Context: an optimization exercise on an open-source flow, tuned for small area, a short achievable clock period and few clock cycles per item. The choices shown serve that exercise and are no tape-out recipe.
Function not checked in this run: the RTL went through the layout flow alone.
Power and IR drop assume default switching activity.

`flow/run.sh`:
```
#!/bin/bash
# Standard layout (bash standard.sh) with two changes to how it is made:
# - timing repair aims to leave flow/setup_margin ns of setup slack, so it
#   works towards a shorter period than the 16 ns clock (the SDC is unchanged);
# - the port buffers that buffer_ports inserts are buf_1 cells.
# The make output goes to flow_make.log; ORFS's own logs are under orfs/logs.
set -euo pipefail
export SETUP_SLACK_MARGIN=$(cat flow/setup_margin)
export BUFFER_PORTS_ARGS="-buffer_cell sky130_fd_sc_hd__buf_1"
bash standard.sh > flow_make.log 2>&1
```
`design.v`:
```
module ate1_pixel_unit (
    input  wire        clk,
    input  wire        rst,         
    input  wire        in_valid,
    output wire        in_ready,
    input  wire [3:0]  in_op,
    input  wire [63:0] in_d,
    input  wire [63:0] in_s,
    input  wire [16:0] in_t,
    output reg         out_valid,
    input  wire        out_ready,
    output reg  [63:0] out_p
);
    localparam OP_ADD      = 4'd0;
    localparam OP_SUB      = 4'd1;
    localparam OP_MULC     = 4'd2;
    localparam OP_MIN      = 4'd3;
    localparam OP_MAX      = 4'd4;
    localparam OP_SETALPHA = 4'd5;
    localparam OP_PREALPHA = 4'd6;
    localparam OP_OVER     = 4'd7;
    localparam OP_MULTIPLY = 4'd8;
    localparam OP_SCREEN   = 4'd9;
    localparam OP_DARKEN   = 4'd10;
    localparam OP_LIGHTEN  = 4'd11;
    localparam OP_LERP     = 4'd12;
    localparam OP_INIT32   = 4'd13;
    localparam OP_TLERP    = 4'd14;
    localparam OP_TSEL     = 4'd15;
    localparam CW = 28;
    localparam A_ONES = 0, A_DC = 1, A_NDC = 2, A_DA = 3, A_NDA = 4, A_S17 = 5,
               A_BYTE = 6, A_K = 7;                                   
    localparam B_SC = 8, B_SR = 9, B_SA = 10, B_NSA = 11, B_K = 12, B_NK = 13,
               B_AA = 14;                                
    localparam D_DC = 16, D_SC = 17, D_DCSC = 18, D_DA = 19, D_MIN = 20,
               D_MAX = 21, D_DCK = 15;                                
    localparam C_RND = 22, C_SUB = 23, C_ACC = 24, C_DL = 25, C_LIGHT = 26,
               C_WRAP = 27;                                           
    function [CW-1:0] decode;
        input [3:0] op;
        input [1:0] pass;
        input       alpha;
        input       t15;
        input       t16;
        reg [CW-1:0] w;
        begin
            w = {CW{1'b0}};
            w[C_RND] = 1'b1;
            case (op)
                OP_ADD:      begin w[A_ONES] = 1; w[B_SC] = 1; w[D_DC] = 1; end
                OP_SUB:      begin w[A_ONES] = 1; w[B_SC] = 1; w[D_DC] = 1; w[C_SUB] = 1; end
                OP_MULC:     begin w[A_DC] = 1; w[B_SC] = 1; end
                OP_MIN:      begin w[D_MIN] = 1; end
                OP_MAX:      begin w[D_MAX] = 1; end
                OP_SETALPHA: begin
                    if (alpha) begin w[A_ONES] = 1; w[B_SR] = 1; end
                    else       begin w[D_DC] = 1; end
                end
                OP_PREALPHA: begin
                    w[B_SR] = 1;
                    if (alpha) w[A_ONES] = 1; else w[A_DC] = 1;
                end
                OP_OVER:     begin w[A_DC] = 1; w[B_NSA] = 1; w[D_SC] = 1; end
                OP_MULTIPLY: begin
                    if (alpha) begin w[A_NDA] = 1; w[B_SA] = 1; w[D_DA] = 1; end
                    else case (pass)
                        2'd0:    begin w[A_DC] = 1; w[B_NSA] = 1; end
                        2'd1:    begin w[A_NDA] = 1; w[B_SC] = 1; w[C_ACC] = 1; end
                        default: begin w[A_DC] = 1; w[B_SC] = 1; w[C_ACC] = 1; end
                    endcase
                end
                OP_SCREEN:   begin w[A_NDC] = 1; w[B_SC] = 1; w[D_DC] = 1; end
                OP_DARKEN, OP_LIGHTEN: begin
                    if (alpha) begin w[A_NDA] = 1; w[B_SA] = 1; w[D_DA] = 1; end
                    else begin
                        w[D_DCSC] = 1; w[C_SUB] = 1;
                        if (pass == 2'd0) begin w[A_DA] = 1; w[B_SC] = 1; end
                        else begin
                            w[A_DC] = 1; w[B_SA] = 1; w[C_DL] = 1;
                            if (op == OP_LIGHTEN) w[C_LIGHT] = 1;
                        end
                    end
                end
                OP_LERP:     begin
                    if (t16) begin w[A_ONES] = 1; w[B_SC] = 1; end
                    else begin
                        w[A_S17] = 1; w[B_K] = 1; w[D_DCK] = 1; w[C_RND] = 0; w[C_WRAP] = 1;
                    end
                end
                OP_INIT32:   begin
                    w[B_AA] = 1;
                    if (alpha) w[A_ONES] = 1; else w[A_BYTE] = 1;
                end
                OP_TLERP:    begin
                    if (pass == 2'd0) begin w[A_DC] = 1; w[B_NK] = 1; end
                    else begin w[A_K] = 1; w[B_SC] = 1; w[C_ACC] = 1; end
                end
                default:     begin    
                    if (t15) begin w[A_ONES] = 1; w[B_SC] = 1; end
                    else     begin w[D_DC] = 1; end
                end
            endcase
            decode = w;
        end
    endfunction
    function [1:0] last_pass;
        input [3:0] op;
        begin
            case (op)
                OP_MULTIPLY:                     last_pass = 2'd2;
                OP_DARKEN, OP_LIGHTEN, OP_TLERP: last_pass = 2'd1;
                default:                         last_pass = 2'd0;
            endcase
        end
    endfunction
    reg        ir_valid;
    reg        ir_last;
    reg [1:0]  ir_pass;
    reg [3:0]  ir_op;
    reg [63:0] ir_d;
    reg [67:0] ir_s;            
    reg [16:0] ir_t;
    reg [CW-1:0] ir_cw_rgb;
    reg [CW-1:0] ir_cw_a;
    reg        hold;            
    wire adv     = !hold;
    wire ir_free = !ir_valid || ir_last;
    assign in_ready = adv && ir_free;
    wire [1:0] nx_pass = ir_pass + 2'd1;
    wire [CW-1:0] cw_rgb_in  = decode(in_op, 2'd0, 1'b0, in_t[15], in_t[16]);
    wire [CW-1:0] cw_a_in    = decode(in_op, 2'd0, 1'b1, in_t[15], in_t[16]);
    wire [3:0]    nx_op      = (ir_op == OP_MULTIPLY || ir_op == OP_DARKEN ||
                                ir_op == OP_LIGHTEN) ? ir_op : OP_TLERP;
    wire [CW-1:0] cw_rgb_nx  = decode(nx_op, nx_pass, 1'b0, 1'b0, 1'b0);
    wire [CW-1:0] cw_a_nx    = decode(nx_op, nx_pass, 1'b1, 1'b0, 1'b0);
    wire in_lerp = (in_op == OP_LERP) && !in_t[16];
    reg  [67:0] s_in;
    reg  [16:0] df;
    integer c;
    always @(*) begin
        for (c = 0; c < 4; c = c + 1) begin
            df = {1'b0, in_s[16*c +: 16]} - {1'b0, in_d[16*c +: 16]};
            if (in_lerp)
                s_in[17*c +: 17] = df;
            else
                s_in[17*c +: 17] = {df[16], in_s[16*c +: 16]};
        end
    end
    always @(posedge clk) begin
        if (rst) begin
            ir_valid <= 1'b0;
        end else if (adv && ir_free) begin
            ir_valid <= in_valid;
        end
        if (adv) begin
            if (ir_free) begin
                ir_pass   <= 2'd0;
                ir_last   <= (last_pass(in_op) == 2'd0);
                ir_cw_rgb <= cw_rgb_in;
                ir_cw_a   <= cw_a_in;
            end else begin
                ir_pass   <= nx_pass;
                ir_last   <= (nx_pass == last_pass(ir_op));
                ir_cw_rgb <= cw_rgb_nx;
                ir_cw_a   <= cw_a_nx;
            end
        end
        if (in_ready) begin
            ir_op <= in_op;
            ir_d  <= in_d;
            ir_s  <= s_in;
            ir_t  <= in_t;
        end
    end
    wire [15:0] da = ir_d[63:48];
    wire [15:0] sa = ir_s[66:51];
    wire [15:0] sr = ir_s[15:0];
    wire [15:0] k  = ir_t[15:0];
    wire [15:0] aa = {ir_s[32:25], ir_s[32:25]};    
    reg          p1_valid, p1_last;
    reg  [127:0] p1_s, p1_c;
    reg  [67:0]  p1_add;
    reg  [23:0]  p1_ctl;         
    wire [127:0] x_s, x_c;
    wire [67:0]  x_add;
    genvar g;
    generate
        for (g = 0; g < 4; g = g + 1) begin : lane_x
            wire [CW-1:0] w  = (g == 3) ? ir_cw_a : ir_cw_rgb;
            wire [15:0] dc  = ir_d[16*g +: 16];
            wire [16:0] s17 = ir_s[17*g +: 17];
            wire [15:0] sc  = s17[15:0];
            wire [15:0] by;
            if (g == 0)      assign by = {ir_s[17+7:17+0], ir_s[17+7:17+0]};      
            else if (g == 1) assign by = {ir_s[15:8], ir_s[15:8]};                
            else if (g == 2) assign by = {ir_s[7:0], ir_s[7:0]};                  
            else             assign by = aa;
            wire        lt = !s17[16];       
            wire        kn   = w[D_DCK] & s17[16];
            wire [17:0] dsw  = {1'b0, dc, 1'b1} + {{17{w[D_DCSC]}} & {1'b0, sc} | {17{kn}} & {1'b1, ~k}, kn};
            wire [16:0] dsum = dsw[17:1];
            wire [15:0] av = {16{w[A_ONES]}}
                           | {16{w[A_DC]}}   & dc
                           | {16{w[A_NDC]}}  & ~dc
                           | {16{w[A_DA]}}   & da
                           | {16{w[A_NDA]}}  & ~da
                           | {16{w[A_S17]}}  & s17[15:0]
                           | {16{w[A_BYTE]}} & by
                           | {16{w[A_K]}}    & k;
            wire [15:0] bv = {16{w[B_SC]}}  & sc
                           | {16{w[B_SR]}}  & sr
                           | {16{w[B_SA]}}  & sa
                           | {16{w[B_NSA]}} & ~sa
                           | {16{w[B_K]}}   & k
                           | {16{w[B_NK]}}  & ~k
                           | {16{w[B_AA]}}  & aa;
            wire [16:0] dv = {17{w[D_DC]}}   & {1'b0, dc}
                           | {17{w[D_SC]}}   & {1'b0, sc}
                           | {17{w[D_DCSC] | w[D_DCK]}} & dsum
                           | {17{w[D_DA]}}   & {1'b0, da}
                           | {17{w[D_MIN]}}  & {1'b0, lt ? dc : sc}
                           | {17{w[D_MAX]}}  & {1'b0, lt ? sc : dc};
            assign x_add[17*g +: 17] = dv;
            wire        rnd = w[C_RND];
            wire [31:0] ts, tc;
            wire pp0_0 = av[0] & bv[0];
            wire pp0_1 = av[0] & bv[1];
            wire pp0_2 = av[0] & bv[2];
            wire pp0_3 = av[0] & bv[3];
            wire pp0_4 = av[0] & bv[4];
            wire pp0_5 = av[0] & bv[5];
            wire pp0_6 = av[0] & bv[6];
            wire pp0_7 = av[0] & bv[7];
            wire pp0_8 = av[0] & bv[8];
            wire pp0_9 = av[0] & bv[9];
            wire pp0_10 = av[0] & bv[10];
            wire pp0_11 = av[0] & bv[11];
            wire pp0_12 = av[0] & bv[12];
            wire pp0_13 = av[0] & bv[13];
            wire pp0_14 = av[0] & bv[14];
            wire pp0_15 = av[0] & bv[15];
            wire pp1_0 = av[1] & bv[0];
            wire pp1_1 = av[1] & bv[1];
            wire pp1_2 = av[1] & bv[2];
            wire pp1_3 = av[1] & bv[3];
            wire pp1_4 = av[1] & bv[4];
            wire pp1_5 = av[1] & bv[5];
            wire pp1_6 = av[1] & bv[6];
            wire pp1_7 = av[1] & bv[7];
            wire pp1_8 = av[1] & bv[8];
            wire pp1_9 = av[1] & bv[9];
            wire pp1_10 = av[1] & bv[10];
            wire pp1_11 = av[1] & bv[11];
            wire pp1_12 = av[1] & bv[12];
            wire pp1_13 = av[1] & bv[13];
            wire pp1_14 = av[1] & bv[14];
            wire pp1_15 = av[1] & bv[15];
            wire pp2_0 = av[2] & bv[0];
            wire pp2_1 = av[2] & bv[1];
            wire pp2_2 = av[2] & bv[2];
            wire pp2_3 = av[2] & bv[3];
            wire pp2_4 = av[2] & bv[4];
            wire pp2_5 = av[2] & bv[5];
            wire pp2_6 = av[2] & bv[6];
            wire pp2_7 = av[2] & bv[7];
            wire pp2_8 = av[2] & bv[8];
            wire pp2_9 = av[2] & bv[9];
            wire pp2_10 = av[2] & bv[10];
            wire pp2_11 = av[2] & bv[11];
            wire pp2_12 = av[2] & bv[12];
            wire pp2_13 = av[2] & bv[13];
            wire pp2_14 = av[2] & bv[14];
            wire pp2_15 = av[2] & bv[15];
            wire pp3_0 = av[3] & bv[0];
            wire pp3_1 = av[3] & bv[1];
            wire pp3_2 = av[3] & bv[2];
            wire pp3_3 = av[3] & bv[3];
            wire pp3_4 = av[3] & bv[4];
            wire pp3_5 = av[3] & bv[5];
            wire pp3_6 = av[3] & bv[6];
            wire pp3_7 = av[3] & bv[7];
            wire pp3_8 = av[3] & bv[8];
            wire pp3_9 = av[3] & bv[9];
            wire pp3_10 = av[3] & bv[10];
            wire pp3_11 = av[3] & bv[11];
            wire pp3_12 = av[3] & bv[12];
            wire pp3_13 = av[3] & bv[13];
            wire pp3_14 = av[3] & bv[14];
            wire pp3_15 = av[3] & bv[15];
            wire pp4_0 = av[4] & bv[0];
            wire pp4_1 = av[4] & bv[1];
            wire pp4_2 = av[4] & bv[2];
            wire pp4_3 = av[4] & bv[3];
            wire pp4_4 = av[4] & bv[4];
            wire pp4_5 = av[4] & bv[5];
            wire pp4_6 = av[4] & bv[6];
            wire pp4_7 = av[4] & bv[7];
            wire pp4_8 = av[4] & bv[8];
            wire pp4_9 = av[4] & bv[9];
            wire pp4_10 = av[4] & bv[10];
            wire pp4_11 = av[4] & bv[11];
            wire pp4_12 = av[4] & bv[12];
            wire pp4_13 = av[4] & bv[13];
            wire pp4_14 = av[4] & bv[14];
            wire pp4_15 = av[4] & bv[15];
            wire pp5_0 = av[5] & bv[0];
            wire pp5_1 = av[5] & bv[1];
            wire pp5_2 = av[5] & bv[2];
            wire pp5_3 = av[5] & bv[3];
            wire pp5_4 = av[5] & bv[4];
            wire pp5_5 = av[5] & bv[5];
            wire pp5_6 = av[5] & bv[6];
            wire pp5_7 = av[5] & bv[7];
            wire pp5_8 = av[5] & bv[8];
            wire pp5_9 = av[5] & bv[9];
            wire pp5_10 = av[5] & bv[10];
            wire pp5_11 = av[5] & bv[11];
            wire pp5_12 = av[5] & bv[12];
            wire pp5_13 = av[5] & bv[13];
            wire pp5_14 = av[5] & bv[14];
            wire pp5_15 = av[5] & bv[15];
            wire pp6_0 = av[6] & bv[0];
            wire pp6_1 = av[6] & bv[1];
            wire pp6_2 = av[6] & bv[2];
            wire pp6_3 = av[6] & bv[3];
            wire pp6_4 = av[6] & bv[4];
            wire pp6_5 = av[6] & bv[5];
            wire pp6_6 = av[6] & bv[6];
            wire pp6_7 = av[6] & bv[7];
            wire pp6_8 = av[6] & bv[8];
            wire pp6_9 = av[6] & bv[9];
            wire pp6_10 = av[6] & bv[10];
            wire pp6_11 = av[6] & bv[11];
            wire pp6_12 = av[6] & bv[12];
            wire pp6_13 = av[6] & bv[13];
            wire pp6_14 = av[6] & bv[14];
            wire pp6_15 = av[6] & bv[15];
            wire pp7_0 = av[7] & bv[0];
            wire pp7_1 = av[7] & bv[1];
            wire pp7_2 = av[7] & bv[2];
            wire pp7_3 = av[7] & bv[3];
            wire pp7_4 = av[7] & bv[4];
            wire pp7_5 = av[7] & bv[5];
            wire pp7_6 = av[7] & bv[6];
            wire pp7_7 = av[7] & bv[7];
            wire pp7_8 = av[7] & bv[8];
            wire pp7_9 = av[7] & bv[9];
            wire pp7_10 = av[7] & bv[10];
            wire pp7_11 = av[7] & bv[11];
            wire pp7_12 = av[7] & bv[12];
            wire pp7_13 = av[7] & bv[13];
            wire pp7_14 = av[7] & bv[14];
            wire pp7_15 = av[7] & bv[15];
            wire pp8_0 = av[8] & bv[0];
            wire pp8_1 = av[8] & bv[1];
            wire pp8_2 = av[8] & bv[2];
            wire pp8_3 = av[8] & bv[3];
            wire pp8_4 = av[8] & bv[4];
            wire pp8_5 = av[8] & bv[5];
            wire pp8_6 = av[8] & bv[6];
            wire pp8_7 = av[8] & bv[7];
            wire pp8_8 = av[8] & bv[8];
            wire pp8_9 = av[8] & bv[9];
            wire pp8_10 = av[8] & bv[10];
            wire pp8_11 = av[8] & bv[11];
            wire pp8_12 = av[8] & bv[12];
            wire pp8_13 = av[8] & bv[13];
            wire pp8_14 = av[8] & bv[14];
            wire pp8_15 = av[8] & bv[15];
            wire pp9_0 = av[9] & bv[0];
            wire pp9_1 = av[9] & bv[1];
            wire pp9_2 = av[9] & bv[2];
            wire pp9_3 = av[9] & bv[3];
            wire pp9_4 = av[9] & bv[4];
            wire pp9_5 = av[9] & bv[5];
            wire pp9_6 = av[9] & bv[6];
            wire pp9_7 = av[9] & bv[7];
            wire pp9_8 = av[9] & bv[8];
            wire pp9_9 = av[9] & bv[9];
            wire pp9_10 = av[9] & bv[10];
            wire pp9_11 = av[9] & bv[11];
            wire pp9_12 = av[9] & bv[12];
            wire pp9_13 = av[9] & bv[13];
            wire pp9_14 = av[9] & bv[14];
            wire pp9_15 = av[9] & bv[15];
            wire pp10_0 = av[10] & bv[0];
            wire pp10_1 = av[10] & bv[1];
            wire pp10_2 = av[10] & bv[2];
            wire pp10_3 = av[10] & bv[3];
            wire pp10_4 = av[10] & bv[4];
            wire pp10_5 = av[10] & bv[5];
            wire pp10_6 = av[10] & bv[6];
            wire pp10_7 = av[10] & bv[7];
            wire pp10_8 = av[10] & bv[8];
            wire pp10_9 = av[10] & bv[9];
            wire pp10_10 = av[10] & bv[10];
            wire pp10_11 = av[10] & bv[11];
            wire pp10_12 = av[10] & bv[12];
            wire pp10_13 = av[10] & bv[13];
            wire pp10_14 = av[10] & bv[14];
            wire pp10_15 = av[10] & bv[15];
            wire pp11_0 = av[11] & bv[0];
            wire pp11_1 = av[11] & bv[1];
            wire pp11_2 = av[11] & bv[2];
            wire pp11_3 = av[11] & bv[3];
            wire pp11_4 = av[11] & bv[4];
            wire pp11_5 = av[11] & bv[5];
            wire pp11_6 = av[11] & bv[6];
            wire pp11_7 = av[11] & bv[7];
            wire pp11_8 = av[11] & bv[8];
            wire pp11_9 = av[11] & bv[9];
            wire pp11_10 = av[11] & bv[10];
            wire pp11_11 = av[11] & bv[11];
            wire pp11_12 = av[11] & bv[12];
            wire pp11_13 = av[11] & bv[13];
            wire pp11_14 = av[11] & bv[14];
            wire pp11_15 = av[11] & bv[15];
            wire pp12_0 = av[12] & bv[0];
            wire pp12_1 = av[12] & bv[1];
            wire pp12_2 = av[12] & bv[2];
            wire pp12_3 = av[12] & bv[3];
            wire pp12_4 = av[12] & bv[4];
            wire pp12_5 = av[12] & bv[5];
            wire pp12_6 = av[12] & bv[6];
            wire pp12_7 = av[12] & bv[7];
            wire pp12_8 = av[12] & bv[8];
            wire pp12_9 = av[12] & bv[9];
            wire pp12_10 = av[12] & bv[10];
            wire pp12_11 = av[12] & bv[11];
            wire pp12_12 = av[12] & bv[12];
            wire pp12_13 = av[12] & bv[13];
            wire pp12_14 = av[12] & bv[14];
            wire pp12_15 = av[12] & bv[15];
            wire pp13_0 = av[13] & bv[0];
            wire pp13_1 = av[13] & bv[1];
            wire pp13_2 = av[13] & bv[2];
            wire pp13_3 = av[13] & bv[3];
            wire pp13_4 = av[13] & bv[4];
            wire pp13_5 = av[13] & bv[5];
            wire pp13_6 = av[13] & bv[6];
            wire pp13_7 = av[13] & bv[7];
            wire pp13_8 = av[13] & bv[8];
            wire pp13_9 = av[13] & bv[9];
            wire pp13_10 = av[13] & bv[10];
            wire pp13_11 = av[13] & bv[11];
            wire pp13_12 = av[13] & bv[12];
            wire pp13_13 = av[13] & bv[13];
            wire pp13_14 = av[13] & bv[14];
            wire pp13_15 = av[13] & bv[15];
            wire pp14_0 = av[14] & bv[0];
            wire pp14_1 = av[14] & bv[1];
            wire pp14_2 = av[14] & bv[2];
            wire pp14_3 = av[14] & bv[3];
            wire pp14_4 = av[14] & bv[4];
            wire pp14_5 = av[14] & bv[5];
            wire pp14_6 = av[14] & bv[6];
            wire pp14_7 = av[14] & bv[7];
            wire pp14_8 = av[14] & bv[8];
            wire pp14_9 = av[14] & bv[9];
            wire pp14_10 = av[14] & bv[10];
            wire pp14_11 = av[14] & bv[11];
            wire pp14_12 = av[14] & bv[12];
            wire pp14_13 = av[14] & bv[13];
            wire pp14_14 = av[14] & bv[14];
            wire pp14_15 = av[14] & bv[15];
            wire pp15_0 = av[15] & bv[0];
            wire pp15_1 = av[15] & bv[1];
            wire pp15_2 = av[15] & bv[2];
            wire pp15_3 = av[15] & bv[3];
            wire pp15_4 = av[15] & bv[4];
            wire pp15_5 = av[15] & bv[5];
            wire pp15_6 = av[15] & bv[6];
            wire pp15_7 = av[15] & bv[7];
            wire pp15_8 = av[15] & bv[8];
            wire pp15_9 = av[15] & bv[9];
            wire pp15_10 = av[15] & bv[10];
            wire pp15_11 = av[15] & bv[11];
            wire pp15_12 = av[15] & bv[12];
            wire pp15_13 = av[15] & bv[13];
            wire pp15_14 = av[15] & bv[14];
            wire pp15_15 = av[15] & bv[15];
            wire t1 = pp0_1 ^ pp1_0;
            wire t2 = pp0_1 & pp1_0;
            wire t3, t4;
            ate1_fa ft3 (.a(pp0_2), .b(pp1_1), .c(pp2_0), .s(t3), .co(t4));
            wire t5 = t2 ^ t3;
            wire t6 = t2 & t3;
            wire t7, t8;
            ate1_fa ft7 (.a(pp0_3), .b(pp1_2), .c(pp2_1), .s(t7), .co(t8));
            wire t9, t10;
            ate1_fa ft9 (.a(pp3_0), .b(t4), .c(t7), .s(t9), .co(t10));
            wire t11 = t6 ^ t9;
            wire t12 = t6 & t9;
            wire t13, t14;
            ate1_fa ft13 (.a(pp0_4), .b(pp1_3), .c(pp2_2), .s(t13), .co(t14));
            wire t15, t16;
            ate1_fa ft15 (.a(pp3_1), .b(pp4_0), .c(t8), .s(t15), .co(t16));
            wire t17, t18;
            ate1_fa ft17 (.a(t13), .b(t10), .c(t15), .s(t17), .co(t18));
            wire t19 = t12 ^ t17;
            wire t20 = t12 & t17;
            wire t21, t22;
            ate1_fa ft21 (.a(pp0_5), .b(pp1_4), .c(pp2_3), .s(t21), .co(t22));
            wire t23, t24;
            ate1_fa ft23 (.a(pp3_2), .b(pp4_1), .c(pp5_0), .s(t23), .co(t24));
            wire t25, t26;
            ate1_fa ft25 (.a(t14), .b(t21), .c(t23), .s(t25), .co(t26));
            wire t27, t28;
            ate1_fa ft27 (.a(t16), .b(t25), .c(t18), .s(t27), .co(t28));
            wire t29 = t20 ^ t27;
            wire t30 = t20 & t27;
            wire t31, t32;
            ate1_fa ft31 (.a(pp0_6), .b(pp1_5), .c(pp2_4), .s(t31), .co(t32));
            wire t33, t34;
            ate1_fa ft33 (.a(pp3_3), .b(pp4_2), .c(pp5_1), .s(t33), .co(t34));
            wire t35, t36;
            ate1_fa ft35 (.a(pp6_0), .b(t22), .c(t24), .s(t35), .co(t36));
            wire t37, t38;
            ate1_fa ft37 (.a(t31), .b(t33), .c(t35), .s(t37), .co(t38));
            wire t39, t40;
            ate1_fa ft39 (.a(t26), .b(t37), .c(t28), .s(t39), .co(t40));
            wire t41 = t30 ^ t39;
            wire t42 = t30 & t39;
            wire t43, t44;
            ate1_fa ft43 (.a(pp0_7), .b(pp1_6), .c(pp2_5), .s(t43), .co(t44));
            wire t45, t46;
            ate1_fa ft45 (.a(pp3_4), .b(pp4_3), .c(pp5_2), .s(t45), .co(t46));
            wire t47, t48;
            ate1_fa ft47 (.a(pp6_1), .b(pp7_0), .c(t32), .s(t47), .co(t48));
            wire t49, t50;
            ate1_fa ft49 (.a(t34), .b(t43), .c(t45), .s(t49), .co(t50));
            wire t51, t52;
            ate1_fa ft51 (.a(t36), .b(t47), .c(t49), .s(t51), .co(t52));
            wire t53, t54;
            ate1_fa ft53 (.a(t38), .b(t51), .c(t40), .s(t53), .co(t54));
            wire t55 = t42 ^ t53;
            wire t56 = t42 & t53;
            wire t57, t58;
            ate1_fa ft57 (.a(pp0_8), .b(pp1_7), .c(pp2_6), .s(t57), .co(t58));
            wire t59, t60;
            ate1_fa ft59 (.a(pp3_5), .b(pp4_4), .c(pp5_3), .s(t59), .co(t60));
            wire t61, t62;
            ate1_fa ft61 (.a(pp6_2), .b(pp7_1), .c(pp8_0), .s(t61), .co(t62));
            wire t63, t64;
            ate1_fa ft63 (.a(t44), .b(t46), .c(t57), .s(t63), .co(t64));
            wire t65, t66;
            ate1_fa ft65 (.a(t59), .b(t61), .c(t48), .s(t65), .co(t66));
            wire t67, t68;
            ate1_fa ft67 (.a(t50), .b(t63), .c(t65), .s(t67), .co(t68));
            wire t69, t70;
            ate1_fa ft69 (.a(t52), .b(t67), .c(t54), .s(t69), .co(t70));
            wire t71, t72;
            ate1_fa ft71 (.a(pp0_9), .b(pp1_8), .c(pp2_7), .s(t71), .co(t72));
            wire t73, t74;
            ate1_fa ft73 (.a(pp3_6), .b(pp4_5), .c(pp5_4), .s(t73), .co(t74));
            wire t75, t76;
            ate1_fa ft75 (.a(pp6_3), .b(pp7_2), .c(pp8_1), .s(t75), .co(t76));
            wire t77, t78;
            ate1_fa ft77 (.a(pp9_0), .b(t58), .c(t60), .s(t77), .co(t78));
            wire t79, t80;
            ate1_fa ft79 (.a(t62), .b(t71), .c(t73), .s(t79), .co(t80));
            wire t81, t82;
            ate1_fa ft81 (.a(t75), .b(t64), .c(t77), .s(t81), .co(t82));
            wire t83, t84;
            ate1_fa ft83 (.a(t79), .b(t66), .c(t81), .s(t83), .co(t84));
            wire t85 = t68 ^ t83;
            wire t86 = t68 & t83;
            wire t87, t88;
            ate1_fa ft87 (.a(pp0_10), .b(pp1_9), .c(pp2_8), .s(t87), .co(t88));
            wire t89, t90;
            ate1_fa ft89 (.a(pp3_7), .b(pp4_6), .c(pp5_5), .s(t89), .co(t90));
            wire t91, t92;
            ate1_fa ft91 (.a(pp6_4), .b(pp7_3), .c(pp8_2), .s(t91), .co(t92));
            wire t93, t94;
            ate1_fa ft93 (.a(pp9_1), .b(pp10_0), .c(t72), .s(t93), .co(t94));
            wire t95, t96;
            ate1_fa ft95 (.a(t74), .b(t76), .c(t87), .s(t95), .co(t96));
            wire t97, t98;
            ate1_fa ft97 (.a(t89), .b(t91), .c(t78), .s(t97), .co(t98));
            wire t99, t100;
            ate1_fa ft99 (.a(t93), .b(t80), .c(t95), .s(t99), .co(t100));
            wire t101, t102;
            ate1_fa ft101 (.a(t82), .b(t97), .c(t99), .s(t101), .co(t102));
            wire t103 = t84 ^ t101;
            wire t104 = t84 & t101;
            wire t105, t106;
            ate1_fa ft105 (.a(pp0_11), .b(pp1_10), .c(pp2_9), .s(t105), .co(t106));
            wire t107, t108;
            ate1_fa ft107 (.a(pp3_8), .b(pp4_7), .c(pp5_6), .s(t107), .co(t108));
            wire t109, t110;
            ate1_fa ft109 (.a(pp6_5), .b(pp7_4), .c(pp8_3), .s(t109), .co(t110));
            wire t111, t112;
            ate1_fa ft111 (.a(pp9_2), .b(pp10_1), .c(pp11_0), .s(t111), .co(t112));
            wire t113, t114;
            ate1_fa ft113 (.a(t88), .b(t90), .c(t92), .s(t113), .co(t114));
            wire t115, t116;
            ate1_fa ft115 (.a(t105), .b(t107), .c(t109), .s(t115), .co(t116));
            wire t117, t118;
            ate1_fa ft117 (.a(t111), .b(t94), .c(t96), .s(t117), .co(t118));
            wire t119, t120;
            ate1_fa ft119 (.a(t113), .b(t115), .c(t98), .s(t119), .co(t120));
            wire t121, t122;
            ate1_fa ft121 (.a(t100), .b(t117), .c(t119), .s(t121), .co(t122));
            wire t123 = t102 ^ t121;
            wire t124 = t102 & t121;
            wire t125, t126;
            ate1_fa ft125 (.a(pp0_12), .b(pp1_11), .c(pp2_10), .s(t125), .co(t126));
            wire t127, t128;
            ate1_fa ft127 (.a(pp3_9), .b(pp4_8), .c(pp5_7), .s(t127), .co(t128));
            wire t129, t130;
            ate1_fa ft129 (.a(pp6_6), .b(pp7_5), .c(pp8_4), .s(t129), .co(t130));
            wire t131, t132;
            ate1_fa ft131 (.a(pp9_3), .b(pp10_2), .c(pp11_1), .s(t131), .co(t132));
            wire t133, t134;
            ate1_fa ft133 (.a(pp12_0), .b(t106), .c(t108), .s(t133), .co(t134));
            wire t135, t136;
            ate1_fa ft135 (.a(t110), .b(t112), .c(t125), .s(t135), .co(t136));
            wire t137, t138;
            ate1_fa ft137 (.a(t127), .b(t129), .c(t131), .s(t137), .co(t138));
            wire t139, t140;
            ate1_fa ft139 (.a(t114), .b(t133), .c(t116), .s(t139), .co(t140));
            wire t141, t142;
            ate1_fa ft141 (.a(t135), .b(t137), .c(t118), .s(t141), .co(t142));
            wire t143, t144;
            ate1_fa ft143 (.a(t139), .b(t120), .c(t141), .s(t143), .co(t144));
            wire t145 = t122 ^ t143;
            wire t146 = t122 & t143;
            wire t147, t148;
            ate1_fa ft147 (.a(pp0_13), .b(pp1_12), .c(pp2_11), .s(t147), .co(t148));
            wire t149, t150;
            ate1_fa ft149 (.a(pp3_10), .b(pp4_9), .c(pp5_8), .s(t149), .co(t150));
            wire t151, t152;
            ate1_fa ft151 (.a(pp6_7), .b(pp7_6), .c(pp8_5), .s(t151), .co(t152));
            wire t153, t154;
            ate1_fa ft153 (.a(pp9_4), .b(pp10_3), .c(pp11_2), .s(t153), .co(t154));
            wire t155, t156;
            ate1_fa ft155 (.a(pp12_1), .b(pp13_0), .c(t126), .s(t155), .co(t156));
            wire t157, t158;
            ate1_fa ft157 (.a(t128), .b(t130), .c(t132), .s(t157), .co(t158));
            wire t159, t160;
            ate1_fa ft159 (.a(t147), .b(t149), .c(t151), .s(t159), .co(t160));
            wire t161, t162;
            ate1_fa ft161 (.a(t153), .b(t134), .c(t136), .s(t161), .co(t162));
            wire t163, t164;
            ate1_fa ft163 (.a(t155), .b(t138), .c(t157), .s(t163), .co(t164));
            wire t165, t166;
            ate1_fa ft165 (.a(t159), .b(t140), .c(t161), .s(t165), .co(t166));
            wire t167, t168;
            ate1_fa ft167 (.a(t163), .b(t142), .c(t165), .s(t167), .co(t168));
            wire t169 = t144 ^ t167;
            wire t170 = t144 & t167;
            wire t171, t172;
            ate1_fa ft171 (.a(pp0_14), .b(pp1_13), .c(pp2_12), .s(t171), .co(t172));
            wire t173, t174;
            ate1_fa ft173 (.a(pp3_11), .b(pp4_10), .c(pp5_9), .s(t173), .co(t174));
            wire t175, t176;
            ate1_fa ft175 (.a(pp6_8), .b(pp7_7), .c(pp8_6), .s(t175), .co(t176));
            wire t177, t178;
            ate1_fa ft177 (.a(pp9_5), .b(pp10_4), .c(pp11_3), .s(t177), .co(t178));
            wire t179, t180;
            ate1_fa ft179 (.a(pp12_2), .b(pp13_1), .c(pp14_0), .s(t179), .co(t180));
            wire t181, t182;
            ate1_fa ft181 (.a(t148), .b(t150), .c(t152), .s(t181), .co(t182));
            wire t183, t184;
            ate1_fa ft183 (.a(t154), .b(t171), .c(t173), .s(t183), .co(t184));
            wire t185, t186;
            ate1_fa ft185 (.a(t175), .b(t177), .c(t179), .s(t185), .co(t186));
            wire t187, t188;
            ate1_fa ft187 (.a(t156), .b(t158), .c(t160), .s(t187), .co(t188));
            wire t189, t190;
            ate1_fa ft189 (.a(t181), .b(t183), .c(t185), .s(t189), .co(t190));
            wire t191, t192;
            ate1_fa ft191 (.a(t162), .b(t164), .c(t187), .s(t191), .co(t192));
            wire t193, t194;
            ate1_fa ft193 (.a(t189), .b(t166), .c(t191), .s(t193), .co(t194));
            wire t195 = t168 ^ t193;
            wire t196 = t168 & t193;
            wire t197, t198;
            ate1_fa ft197 (.a(pp0_15), .b(pp1_14), .c(pp2_13), .s(t197), .co(t198));
            wire t199, t200;
            ate1_fa ft199 (.a(pp3_12), .b(pp4_11), .c(pp5_10), .s(t199), .co(t200));
            wire t201, t202;
            ate1_fa ft201 (.a(pp6_9), .b(pp7_8), .c(pp8_7), .s(t201), .co(t202));
            wire t203, t204;
            ate1_fa ft203 (.a(pp9_6), .b(pp10_5), .c(pp11_4), .s(t203), .co(t204));
            wire t205, t206;
            ate1_fa ft205 (.a(pp12_3), .b(pp13_2), .c(pp14_1), .s(t205), .co(t206));
            wire t207, t208;
            ate1_fa ft207 (.a(pp15_0), .b(rnd), .c(t172), .s(t207), .co(t208));
            wire t209, t210;
            ate1_fa ft209 (.a(t174), .b(t176), .c(t178), .s(t209), .co(t210));
            wire t211, t212;
            ate1_fa ft211 (.a(t180), .b(t197), .c(t199), .s(t211), .co(t212));
            wire t213, t214;
            ate1_fa ft213 (.a(t201), .b(t203), .c(t205), .s(t213), .co(t214));
            wire t215, t216;
            ate1_fa ft215 (.a(t182), .b(t207), .c(t184), .s(t215), .co(t216));
            wire t217, t218;
            ate1_fa ft217 (.a(t186), .b(t209), .c(t211), .s(t217), .co(t218));
            wire t219, t220;
            ate1_fa ft219 (.a(t213), .b(t188), .c(t215), .s(t219), .co(t220));
            wire t221, t222;
            ate1_fa ft221 (.a(t190), .b(t217), .c(t192), .s(t221), .co(t222));
            wire t223, t224;
            ate1_fa ft223 (.a(t219), .b(t194), .c(t221), .s(t223), .co(t224));
            wire t225, t226;
            ate1_fa ft225 (.a(pp1_15), .b(pp2_14), .c(pp3_13), .s(t225), .co(t226));
            wire t227, t228;
            ate1_fa ft227 (.a(pp4_12), .b(pp5_11), .c(pp6_10), .s(t227), .co(t228));
            wire t229, t230;
            ate1_fa ft229 (.a(pp7_9), .b(pp8_8), .c(pp9_7), .s(t229), .co(t230));
            wire t231, t232;
            ate1_fa ft231 (.a(pp10_6), .b(pp11_5), .c(pp12_4), .s(t231), .co(t232));
            wire t233, t234;
            ate1_fa ft233 (.a(pp13_3), .b(pp14_2), .c(pp15_1), .s(t233), .co(t234));
            wire t235, t236;
            ate1_fa ft235 (.a(t198), .b(t200), .c(t202), .s(t235), .co(t236));
            wire t237, t238;
            ate1_fa ft237 (.a(t204), .b(t206), .c(t225), .s(t237), .co(t238));
            wire t239, t240;
            ate1_fa ft239 (.a(t227), .b(t229), .c(t231), .s(t239), .co(t240));
            wire t241, t242;
            ate1_fa ft241 (.a(t233), .b(t208), .c(t210), .s(t241), .co(t242));
            wire t243, t244;
            ate1_fa ft243 (.a(t212), .b(t214), .c(t235), .s(t243), .co(t244));
            wire t245, t246;
            ate1_fa ft245 (.a(t237), .b(t239), .c(t216), .s(t245), .co(t246));
            wire t247, t248;
            ate1_fa ft247 (.a(t241), .b(t218), .c(t243), .s(t247), .co(t248));
            wire t249, t250;
            ate1_fa ft249 (.a(t220), .b(t245), .c(t247), .s(t249), .co(t250));
            wire t251 = t222 ^ t249;
            wire t252 = t222 & t249;
            wire t253, t254;
            ate1_fa ft253 (.a(pp2_15), .b(pp3_14), .c(pp4_13), .s(t253), .co(t254));
            wire t255, t256;
            ate1_fa ft255 (.a(pp5_12), .b(pp6_11), .c(pp7_10), .s(t255), .co(t256));
            wire t257, t258;
            ate1_fa ft257 (.a(pp8_9), .b(pp9_8), .c(pp10_7), .s(t257), .co(t258));
            wire t259, t260;
            ate1_fa ft259 (.a(pp11_6), .b(pp12_5), .c(pp13_4), .s(t259), .co(t260));
            wire t261, t262;
            ate1_fa ft261 (.a(pp14_3), .b(pp15_2), .c(t226), .s(t261), .co(t262));
            wire t263, t264;
            ate1_fa ft263 (.a(t228), .b(t230), .c(t232), .s(t263), .co(t264));
            wire t265, t266;
            ate1_fa ft265 (.a(t234), .b(t253), .c(t255), .s(t265), .co(t266));
            wire t267, t268;
            ate1_fa ft267 (.a(t257), .b(t259), .c(t236), .s(t267), .co(t268));
            wire t269, t270;
            ate1_fa ft269 (.a(t238), .b(t261), .c(t240), .s(t269), .co(t270));
            wire t271, t272;
            ate1_fa ft271 (.a(t263), .b(t265), .c(t242), .s(t271), .co(t272));
            wire t273, t274;
            ate1_fa ft273 (.a(t267), .b(t244), .c(t269), .s(t273), .co(t274));
            wire t275, t276;
            ate1_fa ft275 (.a(t246), .b(t271), .c(t248), .s(t275), .co(t276));
            wire t277, t278;
            ate1_fa ft277 (.a(t273), .b(t250), .c(t275), .s(t277), .co(t278));
            wire t279, t280;
            ate1_fa ft279 (.a(pp3_15), .b(pp4_14), .c(pp5_13), .s(t279), .co(t280));
            wire t281, t282;
            ate1_fa ft281 (.a(pp6_12), .b(pp7_11), .c(pp8_10), .s(t281), .co(t282));
            wire t283, t284;
            ate1_fa ft283 (.a(pp9_9), .b(pp10_8), .c(pp11_7), .s(t283), .co(t284));
            wire t285, t286;
            ate1_fa ft285 (.a(pp12_6), .b(pp13_5), .c(pp14_4), .s(t285), .co(t286));
            wire t287, t288;
            ate1_fa ft287 (.a(pp15_3), .b(t254), .c(t256), .s(t287), .co(t288));
            wire t289, t290;
            ate1_fa ft289 (.a(t258), .b(t260), .c(t279), .s(t289), .co(t290));
            wire t291, t292;
            ate1_fa ft291 (.a(t281), .b(t283), .c(t285), .s(t291), .co(t292));
            wire t293, t294;
            ate1_fa ft293 (.a(t262), .b(t264), .c(t287), .s(t293), .co(t294));
            wire t295, t296;
            ate1_fa ft295 (.a(t266), .b(t289), .c(t291), .s(t295), .co(t296));
            wire t297, t298;
            ate1_fa ft297 (.a(t268), .b(t270), .c(t293), .s(t297), .co(t298));
            wire t299, t300;
            ate1_fa ft299 (.a(t295), .b(t272), .c(t274), .s(t299), .co(t300));
            wire t301, t302;
            ate1_fa ft301 (.a(t297), .b(t276), .c(t299), .s(t301), .co(t302));
            wire t303, t304;
            ate1_fa ft303 (.a(pp4_15), .b(pp5_14), .c(pp6_13), .s(t303), .co(t304));
            wire t305, t306;
            ate1_fa ft305 (.a(pp7_12), .b(pp8_11), .c(pp9_10), .s(t305), .co(t306));
            wire t307, t308;
            ate1_fa ft307 (.a(pp10_9), .b(pp11_8), .c(pp12_7), .s(t307), .co(t308));
            wire t309, t310;
            ate1_fa ft309 (.a(pp13_6), .b(pp14_5), .c(pp15_4), .s(t309), .co(t310));
            wire t311, t312;
            ate1_fa ft311 (.a(t280), .b(t282), .c(t284), .s(t311), .co(t312));
            wire t313, t314;
            ate1_fa ft313 (.a(t286), .b(t303), .c(t305), .s(t313), .co(t314));
            wire t315, t316;
            ate1_fa ft315 (.a(t307), .b(t309), .c(t288), .s(t315), .co(t316));
            wire t317, t318;
            ate1_fa ft317 (.a(t290), .b(t292), .c(t311), .s(t317), .co(t318));
            wire t319, t320;
            ate1_fa ft319 (.a(t313), .b(t294), .c(t315), .s(t319), .co(t320));
            wire t321, t322;
            ate1_fa ft321 (.a(t296), .b(t317), .c(t298), .s(t321), .co(t322));
            wire t323, t324;
            ate1_fa ft323 (.a(t319), .b(t300), .c(t321), .s(t323), .co(t324));
            wire t325, t326;
            ate1_fa ft325 (.a(pp5_15), .b(pp6_14), .c(pp7_13), .s(t325), .co(t326));
            wire t327, t328;
            ate1_fa ft327 (.a(pp8_12), .b(pp9_11), .c(pp10_10), .s(t327), .co(t328));
            wire t329, t330;
            ate1_fa ft329 (.a(pp11_9), .b(pp12_8), .c(pp13_7), .s(t329), .co(t330));
            wire t331, t332;
            ate1_fa ft331 (.a(pp14_6), .b(pp15_5), .c(t304), .s(t331), .co(t332));
            wire t333, t334;
            ate1_fa ft333 (.a(t306), .b(t308), .c(t310), .s(t333), .co(t334));
            wire t335, t336;
            ate1_fa ft335 (.a(t325), .b(t327), .c(t329), .s(t335), .co(t336));
            wire t337, t338;
            ate1_fa ft337 (.a(t312), .b(t331), .c(t314), .s(t337), .co(t338));
            wire t339, t340;
            ate1_fa ft339 (.a(t333), .b(t335), .c(t316), .s(t339), .co(t340));
            wire t341, t342;
            ate1_fa ft341 (.a(t318), .b(t337), .c(t339), .s(t341), .co(t342));
            wire t343, t344;
            ate1_fa ft343 (.a(t320), .b(t322), .c(t341), .s(t343), .co(t344));
            wire t345, t346;
            ate1_fa ft345 (.a(pp6_15), .b(pp7_14), .c(pp8_13), .s(t345), .co(t346));
            wire t347, t348;
            ate1_fa ft347 (.a(pp9_12), .b(pp10_11), .c(pp11_10), .s(t347), .co(t348));
            wire t349, t350;
            ate1_fa ft349 (.a(pp12_9), .b(pp13_8), .c(pp14_7), .s(t349), .co(t350));
            wire t351, t352;
            ate1_fa ft351 (.a(pp15_6), .b(t326), .c(t328), .s(t351), .co(t352));
            wire t353, t354;
            ate1_fa ft353 (.a(t330), .b(t345), .c(t347), .s(t353), .co(t354));
            wire t355, t356;
            ate1_fa ft355 (.a(t349), .b(t332), .c(t334), .s(t355), .co(t356));
            wire t357, t358;
            ate1_fa ft357 (.a(t351), .b(t336), .c(t353), .s(t357), .co(t358));
            wire t359, t360;
            ate1_fa ft359 (.a(t338), .b(t355), .c(t357), .s(t359), .co(t360));
            wire t361, t362;
            ate1_fa ft361 (.a(t340), .b(t359), .c(t342), .s(t361), .co(t362));
            wire t363, t364;
            ate1_fa ft363 (.a(pp7_15), .b(pp8_14), .c(pp9_13), .s(t363), .co(t364));
            wire t365, t366;
            ate1_fa ft365 (.a(pp10_12), .b(pp11_11), .c(pp12_10), .s(t365), .co(t366));
            wire t367, t368;
            ate1_fa ft367 (.a(pp13_9), .b(pp14_8), .c(pp15_7), .s(t367), .co(t368));
            wire t369, t370;
            ate1_fa ft369 (.a(t346), .b(t348), .c(t350), .s(t369), .co(t370));
            wire t371, t372;
            ate1_fa ft371 (.a(t363), .b(t365), .c(t367), .s(t371), .co(t372));
            wire t373, t374;
            ate1_fa ft373 (.a(t352), .b(t354), .c(t369), .s(t373), .co(t374));
            wire t375, t376;
            ate1_fa ft375 (.a(t371), .b(t356), .c(t358), .s(t375), .co(t376));
            wire t377, t378;
            ate1_fa ft377 (.a(t373), .b(t360), .c(t375), .s(t377), .co(t378));
            wire t379, t380;
            ate1_fa ft379 (.a(pp8_15), .b(pp9_14), .c(pp10_13), .s(t379), .co(t380));
            wire t381, t382;
            ate1_fa ft381 (.a(pp11_12), .b(pp12_11), .c(pp13_10), .s(t381), .co(t382));
            wire t383, t384;
            ate1_fa ft383 (.a(pp14_9), .b(pp15_8), .c(t364), .s(t383), .co(t384));
            wire t385, t386;
            ate1_fa ft385 (.a(t366), .b(t368), .c(t379), .s(t385), .co(t386));
            wire t387, t388;
            ate1_fa ft387 (.a(t381), .b(t370), .c(t383), .s(t387), .co(t388));
            wire t389, t390;
            ate1_fa ft389 (.a(t372), .b(t385), .c(t374), .s(t389), .co(t390));
            wire t391, t392;
            ate1_fa ft391 (.a(t387), .b(t376), .c(t389), .s(t391), .co(t392));
            wire t393, t394;
            ate1_fa ft393 (.a(pp9_15), .b(pp10_14), .c(pp11_13), .s(t393), .co(t394));
            wire t395, t396;
            ate1_fa ft395 (.a(pp12_12), .b(pp13_11), .c(pp14_10), .s(t395), .co(t396));
            wire t397, t398;
            ate1_fa ft397 (.a(pp15_9), .b(t380), .c(t382), .s(t397), .co(t398));
            wire t399, t400;
            ate1_fa ft399 (.a(t393), .b(t395), .c(t384), .s(t399), .co(t400));
            wire t401, t402;
            ate1_fa ft401 (.a(t386), .b(t397), .c(t388), .s(t401), .co(t402));
            wire t403, t404;
            ate1_fa ft403 (.a(t399), .b(t390), .c(t401), .s(t403), .co(t404));
            wire t405, t406;
            ate1_fa ft405 (.a(pp10_15), .b(pp11_14), .c(pp12_13), .s(t405), .co(t406));
            wire t407, t408;
            ate1_fa ft407 (.a(pp13_12), .b(pp14_11), .c(pp15_10), .s(t407), .co(t408));
            wire t409, t410;
            ate1_fa ft409 (.a(t394), .b(t396), .c(t405), .s(t409), .co(t410));
            wire t411, t412;
            ate1_fa ft411 (.a(t407), .b(t398), .c(t409), .s(t411), .co(t412));
            wire t413, t414;
            ate1_fa ft413 (.a(t400), .b(t411), .c(t402), .s(t413), .co(t414));
            wire t415, t416;
            ate1_fa ft415 (.a(pp11_15), .b(pp12_14), .c(pp13_13), .s(t415), .co(t416));
            wire t417, t418;
            ate1_fa ft417 (.a(pp14_12), .b(pp15_11), .c(t406), .s(t417), .co(t418));
            wire t419, t420;
            ate1_fa ft419 (.a(t408), .b(t415), .c(t410), .s(t419), .co(t420));
            wire t421, t422;
            ate1_fa ft421 (.a(t417), .b(t412), .c(t419), .s(t421), .co(t422));
            wire t423, t424;
            ate1_fa ft423 (.a(pp12_15), .b(pp13_14), .c(pp14_13), .s(t423), .co(t424));
            wire t425, t426;
            ate1_fa ft425 (.a(pp15_12), .b(t416), .c(t423), .s(t425), .co(t426));
            wire t427, t428;
            ate1_fa ft427 (.a(t418), .b(t425), .c(t420), .s(t427), .co(t428));
            wire t429, t430;
            ate1_fa ft429 (.a(pp13_15), .b(pp14_14), .c(pp15_13), .s(t429), .co(t430));
            wire t431, t432;
            ate1_fa ft431 (.a(t424), .b(t429), .c(t426), .s(t431), .co(t432));
            wire t433, t434;
            ate1_fa ft433 (.a(pp14_15), .b(pp15_14), .c(t430), .s(t433), .co(t434));
            assign ts = {1'b0, pp15_15, t433, t431, t427, t421, t404, t392, t378, t377, t361, t324, t302, t278, t252, t224, t196, t170, t146, t124, t104, t86, t85, t56, t55, t41, t29, t19, t11, t5, t1, pp0_0};
            assign tc = {1'b0, t434, t432, t428, t422, t414, t413, t403, t391, t362, t344, t343, t323, t301, t277, t251, t223, t195, t169, t145, t123, t103, t70, t69, 1'b0, 1'b0, 1'b0, 1'b0, 1'b0, 1'b0, 1'b0, 1'b0};
            assign x_s[32*g +: 32] = ts;
            assign x_c[32*g +: 32] = tc;
        end
    endgenerate
    always @(posedge clk) begin
        if (rst) begin
            p1_valid <= 1'b0;
        end else if (adv) begin
            p1_valid <= ir_valid;
        end
        if (adv) begin
            p1_last <= ir_last;
            p1_s    <= x_s;
            p1_c    <= x_c;
            p1_add  <= x_add;
            p1_ctl  <= {ir_cw_a[C_WRAP:C_RND], ir_cw_rgb[C_WRAP:C_RND],
                        ir_cw_rgb[C_WRAP:C_RND], ir_cw_rgb[C_WRAP:C_RND]};
        end
    end
    reg         p2_valid, p2_last;
    reg  [71:0] p2_h;            
    reg  [7:0]  p2_cs;           
    reg  [67:0] p2_add;
    reg  [7:0]  p2_ctl;          
    reg  [31:0] y1_x;
    reg  [16:0] y1_lo;
    reg  [71:0] y1_h;
    reg  [7:0]  y1_cs;
    reg  [5:0]  ct;
    reg  [15:0] xh;
    reg         cy, gt, lt, keep0;
    reg  [17:0] h0;
    reg  [1:0]  cs0;
    always @(*) begin
        for (c = 0; c < 4; c = c + 1) begin
            ct    = p1_ctl[6*c +: 6];    
            h0    = p2_h[18*c +: 18];
            cs0   = p2_cs[2*c +: 2];
            y1_x  = p1_s[32*c +: 32] + p1_c[32*c +: 32];
            xh    = y1_x[31:16];
            y1_lo = {1'b0, y1_x[15:0]} + {1'b0, xh};
            cy    = ct[0] & y1_lo[16];
            gt    = xh > h0[15:0];
            lt    = xh < h0[15:0];
            keep0 = ct[3] && (ct[4] ? gt : lt);
            if (ct[2]) begin
                y1_h[18*c +: 18] = h0 + {2'b00, xh};
                y1_cs[2*c +: 2]  = cs0 + {1'b0, cy};
            end else if (keep0) begin
                y1_h[18*c +: 18] = h0;
                y1_cs[2*c +: 2]  = cs0;
            end else if (ct[3] && !gt && !lt) begin
                y1_h[18*c +: 18] = h0;
                y1_cs[2*c +: 2]  = {1'b0, ct[4] ? (cy & cs0[0]) : (cy | cs0[0])};
            end else begin
                y1_h[18*c +: 18] = {2'b00, xh};
                y1_cs[2*c +: 2]  = {1'b0, cy};
            end
        end
    end
    always @(posedge clk) begin
        if (rst) begin
            p2_valid <= 1'b0;
        end else if (adv) begin
            p2_valid <= p1_valid;
        end
        if (adv) begin
            p2_last <= p1_last;
            p2_h    <= y1_h;
            p2_cs   <= y1_cs;
            p2_add  <= p1_add;
            for (c = 0; c < 4; c = c + 1)
                p2_ctl[2*c +: 2] <= {p1_ctl[6*c+5], p1_ctl[6*c+1]};
        end
    end
    reg  [63:0] y2_r;
    reg  [18:0] sv, hv;
    reg  [16:0] ae;
    reg         ci, sb;
    reg  [1:0]  cq;
    always @(*) begin
        for (c = 0; c < 4; c = c + 1) begin
            sb = p2_ctl[2*c];
            cq = p2_cs[2*c +: 2];
            ae = p2_add[17*c +: 17] | {15'd0, cq[1], 1'b0};
            hv = sb ? ~{1'b0, p2_h[18*c +: 18]} : {1'b0, p2_h[18*c +: 18]};
            ci = sb ? !cq[0] : cq[0];
            sv = {2'b00, ae} + hv + {18'd0, ci};
            if (p2_ctl[2*c+1])
                y2_r[16*c +: 16] = sv[15:0];
            else
                y2_r[16*c +: 16] = sv[18] ? 16'd0 : (|sv[17:16]) ? 16'hffff : sv[15:0];
        end
    end
    reg  [63:0] park;
    wire y_done   = p2_valid && p2_last && adv;
    wire out_free = !out_valid || out_ready;
    always @(posedge clk) begin
        if (rst) begin
            out_valid <= 1'b0;
            hold      <= 1'b0;
        end else begin
            if (hold) begin
                if (out_ready) hold <= 1'b0;
            end else if (y_done && !out_free) begin
                hold <= 1'b1;
            end
            if (hold || y_done)
                out_valid <= 1'b1;
            else if (out_ready)
                out_valid <= 1'b0;
        end
        if (hold) begin
            if (out_ready) out_p <= park;
        end else if (y_done && out_free) begin
            out_p <= y2_r;
        end
        if (!hold) park <= y2_r;
    end
endmodule
module ate1_fa (
    input  wire a,
    input  wire b,
    input  wire c,
    output wire s,
    output wire co
);
    assign s  = a ^ b ^ c;
    assign co = (a & b) | (a & c) | (b & c);
endmodule
```
`config.mk`:
```
export PLATFORM = sky130hd
export DESIGN_NAME = ate1_pixel_unit
export DESIGN_NICKNAME = ate1_pixel_unit
export VERILOG_FILES = /design/flow/design.v
export SDC_FILE = /design/flow/constraint.sdc
export NUM_CORES = 8
export LEC_CHECK = 0
export CAP_MARGIN = 20
export CORE_MARGIN = 2
export CORE_UTILIZATION = 45
export CTS_CLUSTER_DIAMETER = 150
export CTS_CLUSTER_SIZE = 20
export GPL_ROUTABILITY_DRIVEN = 0
export SLEW_MARGIN = 20
export SYNTH_HIERARCHICAL = 1
```
`flow/setup_margin`:
```
10.8
```
`constraint.sdc`:
```
create_clock -name core_clock -period 16.0 [get_ports {clk}]
set_input_delay 3.2000 -clock core_clock [delete_from_list [all_inputs] [get_ports {clk}]]
set_output_delay 3.2000 -clock core_clock [all_outputs]
set_load 0.01 [all_outputs]
```
`standard.sh`:
```
#!/bin/bash
# synth_recipe.tcl (not shown) runs the flow's synth.tcl, then flattens the netlist and writes it again
# the make line also repeats each setting of config.mk as NAME=value (left out here)
make -C /OpenROAD-flow-scripts/flow DESIGN_CONFIG=/design/flow/config.mk WORK_HOME=/design/flow/orfs CLKGATE_MAP_FILE= SYNTH_SCRIPT=/design/flow/synth_recipe.tcl "${@:-finish}"
```
==> notes.md <==
timing repair:
action,in CTS,in global routing
buffers inserted,90,83
pin swaps,27,90
gates resized for setup,106,201
endpoints found under the setup margin,232,258
endpoints found under the hold margin,0,0
gates cloned,1,8
worst register-to-register path, cell delays in order (launching register included):
cell and delay (ns):
edfxtp_1 0.39, ha_2 0.24, or4_1 0.55, o21ai_2 0.23, o2111ai_2 0.17, a2111oi_2 0.42, nor2_1 0.12, a31o_2 0.26
xor2_4 0.18, ha_1 0.30, nand4_1 0.14, nor2_2 0.06, nand2_2 0.07, nor2_2 0.03, a211o_1 0.26, maj3_2 0.34
a2111oi_4 0.34, nand2b_4 0.22, ha_4 0.16, nor2_2 0.03, a21oi_2 0.14, nor2_1 0.05, a22oi_1 0.18, o31ai_1 0.09
power by group:
group	internal [mW]	switching (mW)
combinational	4.80	6.16
clock	0.514	0.698
sequential	3.31	0.359
registers in the layout, indices dropped and copies added, names as in the netlist, 68 cells and up:
| name | count |
|---|---|
| p1_s | 124 |
| p1_c | 92 |
| p2_h | 72 |
| ir_s | 68 |
| p1_add | 68 |
| p2_add | 68 |
per-module statistics from Yosys (local to each module, per instance):
module	copies in the design	cells
ate1_pixel_unit	1	5976
ate1_fa	812	1
area by class of cell:
class                   count  area, µm²  share of cell area
diodes                      4       10.0            0.000125
clock buffers              54       1160              0.0145
clock inverters             5       42.5            0.000532
inverters                 271       1080              0.0135
multi-input cells        5463      48600               0.608
flip-flops and latches    762      22800               0.286
well taps                2072       2590              0.0324
repair buffers            541       3610              0.0452
layout by cell type, fill, tap and decap left out, types with 59 or more instances in the layout:
| cell | n |
|---|---|
| mux2_2 | 99 |
| inv_1 | 262 |
| mux2i_1 | 68 |
| a21o_1 | 114 |
| edfxtp_1 | 757 |
| buf_4 | 266 |
| xor2_1 | 159 |
| buf_1 | 214 |
| xnor2_1 | 180 |
| fa_1 | 825 |
| nor3_1 | 61 |
| o21a_1 | 59 |
| a21oi_1 | 333 |
| o21ai_0 | 301 |
| nor2b_1 | 84 |
| nand2_1 | 379 |
| nor2_1 | 1376 |
| ha_1 | 495 |
logic make-up after synthesis:
logic type | count (synthesis)
AND/OR/NAND/NOR | 2262
adder cells (fa/ha/maj) | 1356
buffers and inverters | 564
flip-flops | 762
AO/OA/AOI/OAI | 1313
multiplexers | 167
XOR/XNOR | 364
worst paths after layout:
path	from	slack (ns)	end	cells past startpoint
max	p1_c[76]	10.73	p2_cs[4]	23
min	p1_add[6]	0.42	p2_add[6]	0
max reg2reg	p1_c[76]	10.73	p2_cs[4]	23
min reg2reg	p1_add[6]	0.42	p2_add[6]	0
through the flow:
stage               hold slack, ns  instances  power, mW  utilization  instance area [µm²]
finish                       0.418       9172       15.8        0.506                79900
global route                 0.425       9170       17.4        0.506                79900
CTS                          0.418       9077       15.5        0.494                78100
detailed placement           0.405       8927       14.1        0.478                75600
global placement             0.401       8926       13.8        0.478                75600
floorplan                    0.400       6788       11.2            -                71900
routing by layer:
metal | part of all wire | global-route usage | vias up
li1 | - | - | 24200
met1 | 0.42 | 0.388 | 27100
met2 | 0.42 | 0.401 | 2859
met3 | 0.12 | 0.0838 | 505
met4 | 0.040 | 0.0895 | 12
met5 | 0.00036 | 0 | -
==> impl_metrics.json <==
{
  "synth_top_cell_by_area": "edfxtp_1",
  "critPathMaxFanout": 4,
  "cp-end-kind": "flip-flop",
  "dpl.hpwl_mm": 168,
  "grt.total_usage": 0.274,
  "layout_setup_ws_ns": 10.73,
  "hold_path.class": "flip-flop to flip-flop",
  "slew_headroom": 0.140,
  "design.core.area_um2": 158000,
  "critPathSlowestCell": "or4_1",
  "grt_pass1_vias": 54200,
  "wl_mm": 225,
  "period_share": 0.329,
  "worstPathRequired_ns": 16.39,
  "arrival_ns": 5.66,
  "worstSkewPairLatency_ns": 0.69,
  "drt_iter0_drc": 5735,
  "viasPerCell": 5.96,
  "finalCriticalPeriod_ns": 5.27,
  "synthCells": 6788,
  "syn-num-nets": 8296,
  "synth.avg_cell_area_um2": 10.5,
  "synthArstFlopShare": 0,
  "yosys.cell_types.count": 86,
  "slowest_delay_ns": 0.54,
  "yosys.area_share.simple": 0.135,
  "start_kind": "flip-flop",
  "dr.pass1.iters": 9,
  "cts_tree": "yes",
  "grt_pass1_wl_mm": 338,
  "ys_seq_elements": 762,
  "ctsHoldBuffers": 0,
  "vias": 54700,
  "yosys.area_share.adder": 0.325,
  "num_io_pins": 219,
  "portBuffers": 218,
  "initial_utilization": 0.452,
  "dp_slack_ns": 9.98,
  "fp.dieH_um": 402,
  "synth_top_family_by_area": "adder cells",
  "fmax_ghz": 0.190,
  "synthMuxAreaShare": 0.0251,
  "synth_xor_area_frac": 0.0447,
  "cts_buffer_depth": 3,
  "synth.most_common_cell": "nor2_1",
  "cts_sinks": 762,
  "layout.nets": 8591,
  "nFillCells": 14000,
  "drive_gt1_frac": 0.116,
  "hold_viol_final": 0,
  "syn-cell-area_um2": 71400,
  "yosysTopAreaCellShare": 0.318,
  "status": "complete, no violations",
  "die_area_um2": 162000,
  "synthTopCellsByArea": "edfxtp_1, fa_1, ha_1, nor2_1, a21oi_1",
  "rsz0062_at_grt": "yes",
  "worst_slew_pin_slew_ns": 1.28,
  "antenna_found_initial": 17,
  "synth_compound_area_frac": 0.119,
  "fin_skew_ns": 0.0454,
  "path_class": "flip-flop to flip-flop",
  "ys_warn_count": 7,
  "setup_viol_count_final": 0,
  "clk_pin_slew_worst_paths_ns": 0.08,
  "numCtsBuffers": 44,
  "crit_buf_inv": 0,
  "ys.flop_type": "edfxtp_1",
  "wl_per_cell_um": 24.5,
  "synthToLayoutAreaGrowth_pct": 11.9,
  "cp_common_cell": "nor2_2",
  "placementRows": 146,
  "synth-edff-count": 757,
  "drv_cap": 0,
  "cp_cell_sequence": "ha_2 > or4_1 > o21ai_2 > o2111ai_2 > a2111oi_2 > nor2_1 > a31o_2 > xor2_4 > ha_1 > nand4_1 > nor2_2 > nand2_2 > nor2_2 > a211o_1 > maj3_2 > a2111oi_4 > nand2b_4 > ha_4 > nor2_2 > a21oi_2 > nor2_1 > a22oi_1 > o31ai_1",
  "p_leak_nw": 35.0,
  "irDropWorstVdd_mv": 0.114,
  "cellPowerDensity_nw_per_um2": 198,
  "cts_root_buf": "clkbuf_16",
  "htreeDepth": 2,
  "ys_seq_area_frac": 0.320,
  "overflow": 0,
  "drc": 0,
  "crit_family": "compound AO/OA/AOI/OAI gates",
  "grt_max_degree": 106,
  "yosys-top-cells-count": "nor2_1, fa_1, edfxtp_1, ha_1, nand2_1",
  "setup_tns_ns": 0,
  "fp.dieW_um": 402,
  "maxSlewViolCount": 0,
  "drt.antenna.violating_nets": 0
}

[static timing again, ports no longer ideal]
In the flow no input, the clock included, has a driving cell. The finished layout below was timed again as built, in two steps.
Step 1 assumes that a clkbuf_16 drives the clock port and a buf_2 every other input.
Step 2 adds t to the input delays and takes it off the output delays; t is the mean of the earliest and latest rising clock arrival at the registers after step 1. Input paths then give back, and output paths get back, about the clock's delay inside the block.
Three values: no drivers, after step 1, after step 2; two values: the first two.
t (ns): 0.746
slack for setup (ns): 10.728 / 10.728 / 10.204
hold slack, ns: 0.418 / 0.418 / 0.418
worst data-port slew with drivers (ns): 0.10
pins driven straight from the clock port: 1
After both steps this run still meets setup and hold. The setup slack of this run moves by 0.000 ns with the drivers and by -0.524 ns with both steps.
